This design comes from an exercise in tuning for small area and a short achievable clock period on the open sky130 flow, not from production work.
Where RTL was checked, it was by simulation tests only, not by an equivalence proof against the original.
Power is estimated from default activity; no workload was simulated.

==> flow/design.v (excerpt) <==
module rdm630_core (
    input  wire         clk,
    input  wire         rst,         
    input  wire         rx_valid,
    input  wire [7:0]   rx_data,
    output wire         rx_ready,
    input  wire         eval,
    output wire         res_valid,
    output wire [1:0]   res,
    output wire         fvalid,
    output wire [111:0] frame,
    output wire         xst,
    output wire [39:0]  card,
    output wire [7:0]   csum,
    output wire [7:0]   p6
);
Size: about 540 cells after synthesis, ~190 I/O pins, roughly 8600 µm² of cells after synthesis.
clock: 10.0 ns
lec_check: 0
cap_margin: 20
core_margin: 2
core_utilization: 40
slew_margin: 20
standard.sh (not shown) runs the stock make flow with config.mk's settings and CLKGATE_MAP_FILE= SYNTH_SCRIPT=/design/flow/synth_recipe.tcl, a recipe that flattens the netlist after the stock synthesis.
==> flow/flow/run.sh <==
#!/bin/bash
set -euo pipefail
bash standard.sh \
    "BUFFER_PORTS_ARGS=-buffer_cell sky130_fd_sc_hd__buf_1" \
    "SETUP_SLACK_MARGIN=6" \
    "CTS_CLUSTER_SIZE=30" \
    "CTS_CLUSTER_DIAMETER=80" \
    "CTS_BUF_LIST=sky130_fd_sc_hd__clkbuf_16" \
    "ABC_AREA=1" \
    "CORE_UTILIZATION=65" \
    finish > flow_make.log 2>&1
The first run passed the timing, DRC and antenna checks.
Then changed:
--- a/flow/flow/run.sh
+++ b/flow/flow/run.sh
@@ -9,3 +9,2 @@
     "ABC_AREA=1" \
-    "CORE_UTILIZATION=65" \
     finish > flow_make.log 2>&1
Result: Power increases by 4.6%. First-iteration DRC count is lower by 35%. Routed wire length rose by 7.2%. Combinational power climbs by 12%. Worst setup slack degrades by 38 ps. Final cell count climbs by 12%.

rdm630_core, a different RTL version from the one above (not shown whole).
Size in the first run: roughly 8500 um^2 of cells after synthesis.
==> flow/config.mk <==
export PLATFORM = sky130hd
export DESIGN_NAME = rdm630_core
export DESIGN_NICKNAME = rdm630_core
export VERILOG_FILES = /design/flow/design.v
export SDC_FILE = /design/flow/constraint.sdc
export NUM_CORES = 4
export LEC_CHECK = 0
export CAP_MARGIN = 20
export CORE_MARGIN = 2
export CORE_UTILIZATION = 60
export CTS_BUF_LIST = sky130_fd_sc_hd__clkbuf_16
export CTS_CLUSTER_DIAMETER = 80
export CTS_CLUSTER_SIZE = 30
export PLACE_DENSITY = 0.8
export SETUP_SLACK_MARGIN = 5
export SLEW_MARGIN = 20
export SYNTH_HIERARCHICAL = 1
export SYNTH_MINIMUM_KEEP_SIZE = 0
==> flow/constraint.sdc <==
create_clock -name core_clock -period 10.0 [get_ports {clk}]
set_input_delay 2.0000 -clock core_clock [delete_from_list [all_inputs] [get_ports {clk}]]
set_output_delay 2.0000 -clock core_clock [all_outputs]
set_load 0.01 [all_outputs]
==> flow/flow/run.sh <==
#!/bin/bash
set -euo pipefail
bash standard.sh \
    "SYNTH_SCRIPT=$PWD/flow/my_synth.tcl" \
    "BUFFER_PORTS_ARGS=-buffer_cell sky130_fd_sc_hd__buf_1" \
    "PRE_IO_PLACEMENT_TCL=$PWD/flow/io.tcl" \
    SETUP_SLACK_MARGIN=5.35 \
    finish > flow_make.log 2>&1
==> flow/flow/io.tcl <==
# Pin placement constraint: the ports on the input-to-output paths (the
# byte input, the strobes and reset, and the outputs combinational in
# them) are kept together on one stretch of the left edge, so that those
# paths need no long wires.
set_io_pin_constraint -region left:30-90 -pin_names {
  rx_valid rx_data[0] rx_data[1] rx_data[2] rx_data[3] rx_data[4]
  rx_data[5] rx_data[6] rx_data[7] eval rst
  res[0] res[1] res_valid rx_ready
}
Other scripts of this flow, unchanged in this note and not shown: flow/flow/hand_cells.v, flow/flow/my_synth.tcl
The baseline ran to the end with no violations.
Rerun with:
==> flow/flow/run.sh (replaced) <==
#!/bin/bash
set -euo pipefail
bash standard.sh \
    "SYNTH_SCRIPT=$PWD/flow/my_synth.tcl" \
    "BUFFER_PORTS_ARGS=-buffer_cell sky130_fd_sc_hd__buf_1" \
    SETUP_SLACK_MARGIN=5.35 \
    finish > flow_make.log 2>&1
removed: flow/flow/io.tcl
After rerunning: Routed wire length came out lower by 1.1%; worst setup slack is better by 19 ps; synthesized area stays the same; power came out lower by 2.1%.
No run of this note included a check of the RTL's function; only the layout flow was run.

Setup of exp/nickel:
rdm630_core, a different RTL version from the one above (not shown whole).
Size in the first run: about 540 cells after synthesis.
## rdm630_core
module rdm630_core (
    input  wire         clk,
    input  wire         rst,         
    input  wire         rx_valid,
    input  wire [7:0]   rx_data,
    output wire         rx_ready,
    input  wire         eval,
    output wire         res_valid,
    output wire [1:0]   res,
    output wire         fvalid,
    output wire [111:0] frame,
    output wire         xst,
    output wire [39:0]  card,
    output wire [7:0]   csum,
    output wire [7:0]   p6
);
    localparam [7:0] START_B = 8'h02;
    localparam [7:0] END_B   = 8'h03;
    reg [4:0]   cpos;        
    reg         in_frame;
    reg         ok;          
    reg [111:0] sr;          
    reg [111:0] frame_q;     
    reg         fvalid_q;
    wire full = cpos[4] && cpos[1];          
    assign rx_ready = !full && !rst;
    wire fire     = rx_valid && rx_ready;
    wire mark, mark_n;
    rdm630_mark u_mark (
        .d      (rx_data[7:1]),
        .mark   (mark),
        .mark_n (mark_n)
    );
  ...
export LEC_CHECK = 0
export CAP_MARGIN = 20
export CORE_MARGIN = 2
export CORE_UTILIZATION = 70
export CTS_BUF_LIST = sky130_fd_sc_hd__clkbuf_16
export CTS_CLUSTER_DIAMETER = 120
export CTS_CLUSTER_SIZE = 28
export PLACE_DENSITY = 0.85
export SETUP_SLACK_MARGIN = 5
export SLEW_MARGIN = 20
export SYNTH_HIERARCHICAL = 1
export SYNTH_MINIMUM_KEEP_SIZE = 0
create_clock -name core_clock -period 10.0 [get_ports {clk}]
==> flow/flow/run.sh <==
#!/bin/bash
set -euo pipefail
bash standard.sh \
    "SYNTH_SCRIPT=$PWD/flow/my_synth.tcl" \
    "BUFFER_PORTS_ARGS=-buffer_cell sky130_fd_sc_hd__buf_1" \
    "PRE_IO_PLACEMENT_TCL=$PWD/flow/io.tcl" \
    SETUP_SLACK_MARGIN=5.35 \
    finish > flow_make.log 2>&1
Other scripts of this flow, unchanged in this note and not shown: flow/flow/hand_cells.v, flow/flow/io.tcl, flow/flow/my_synth.tcl
diff inputs: exp/nickel => exp/garnet
Settings: CTS_CLUSTER_SIZE: 28 -> 30; CTS_CLUSTER_DIAMETER: 120 -> 80.
Notes after the runs:
- When exp/garnet is set beside exp/nickel, its met1 track demand over resource turns out to be 0.86 points smaller.
- On first-iteration DRC count: between exp/nickel and exp/garnet, it ends up higher for exp/nickel.
- exp/garnet does worse than exp/nickel on total power.
- Looking at launching element of the worst setup path, the rx_data[7] result is from exp/nickel; the rx_data[3] one comes from exp/garnet.
- exp/nickel and exp/garnet ended up with nearly the same fmax.
- Total routing resource utilization after global routing is lower on exp/garnet
The following lists how exp/delta was set up differently from exp/garnet:
Settings: CTS_CLUSTER_DIAMETER changed from 80 to 250.
==> run summary <==
exp/garnet has higher global-route usage than exp/delta. Delta (exp/delta minus exp/garnet): clock tree cell share of total cell area now smaller, non-clock buffer count now smaller. NOTE post-route standard cell area excluding fillers exp/garnet->exp/delta decreased slightly.

==> what the ideal ports hide <==
Ports are ideal in the flow. The routed layouts listed here were re-timed in OpenROAD. Step 1 (the two cells are an assumption about what drives the block):
set clk [get_ports {clk}]
set_driving_cell -lib_cell sky130_fd_sc_hd__clkbuf_16 $clk
set_driving_cell -lib_cell sky130_fd_sc_hd__buf_2 [delete_from_list [all_inputs] $clk]
Step 2, shift: input delay + t, output delay - t, t = (earliest + latest rising clock arrival at the registers) / 2. This alone moves slack from input paths to output paths. Three values: ideal, step 1, step 2; two values: the first two.
run	t, ns	slack for setup (ns)	worst setup path at the end
the first run of note 1	0.488	4.957 / 4.912 / 4.912	input to output
the second run of note 1	0.502	4.918 / 4.873 / 4.873	input to output
the first run of note 2	0.497	5.235 / 5.197 / 5.048	input to register
the second run of note 2	0.488	5.253 / 5.208 / 4.963	input to register
exp/nickel	0.488	5.268 / 5.226 / 5.213	input to register
exp/garnet	0.494	5.274 / 5.227 / 5.227	input to output
exp/delta	0.484	5.291 / 5.252 / 5.252	input to output
After both steps every run listed still meets setup and hold. The setup slack of the second run of note 2, which loses most, moves by -0.045 ns with the drivers and by -0.290 ns with both steps.
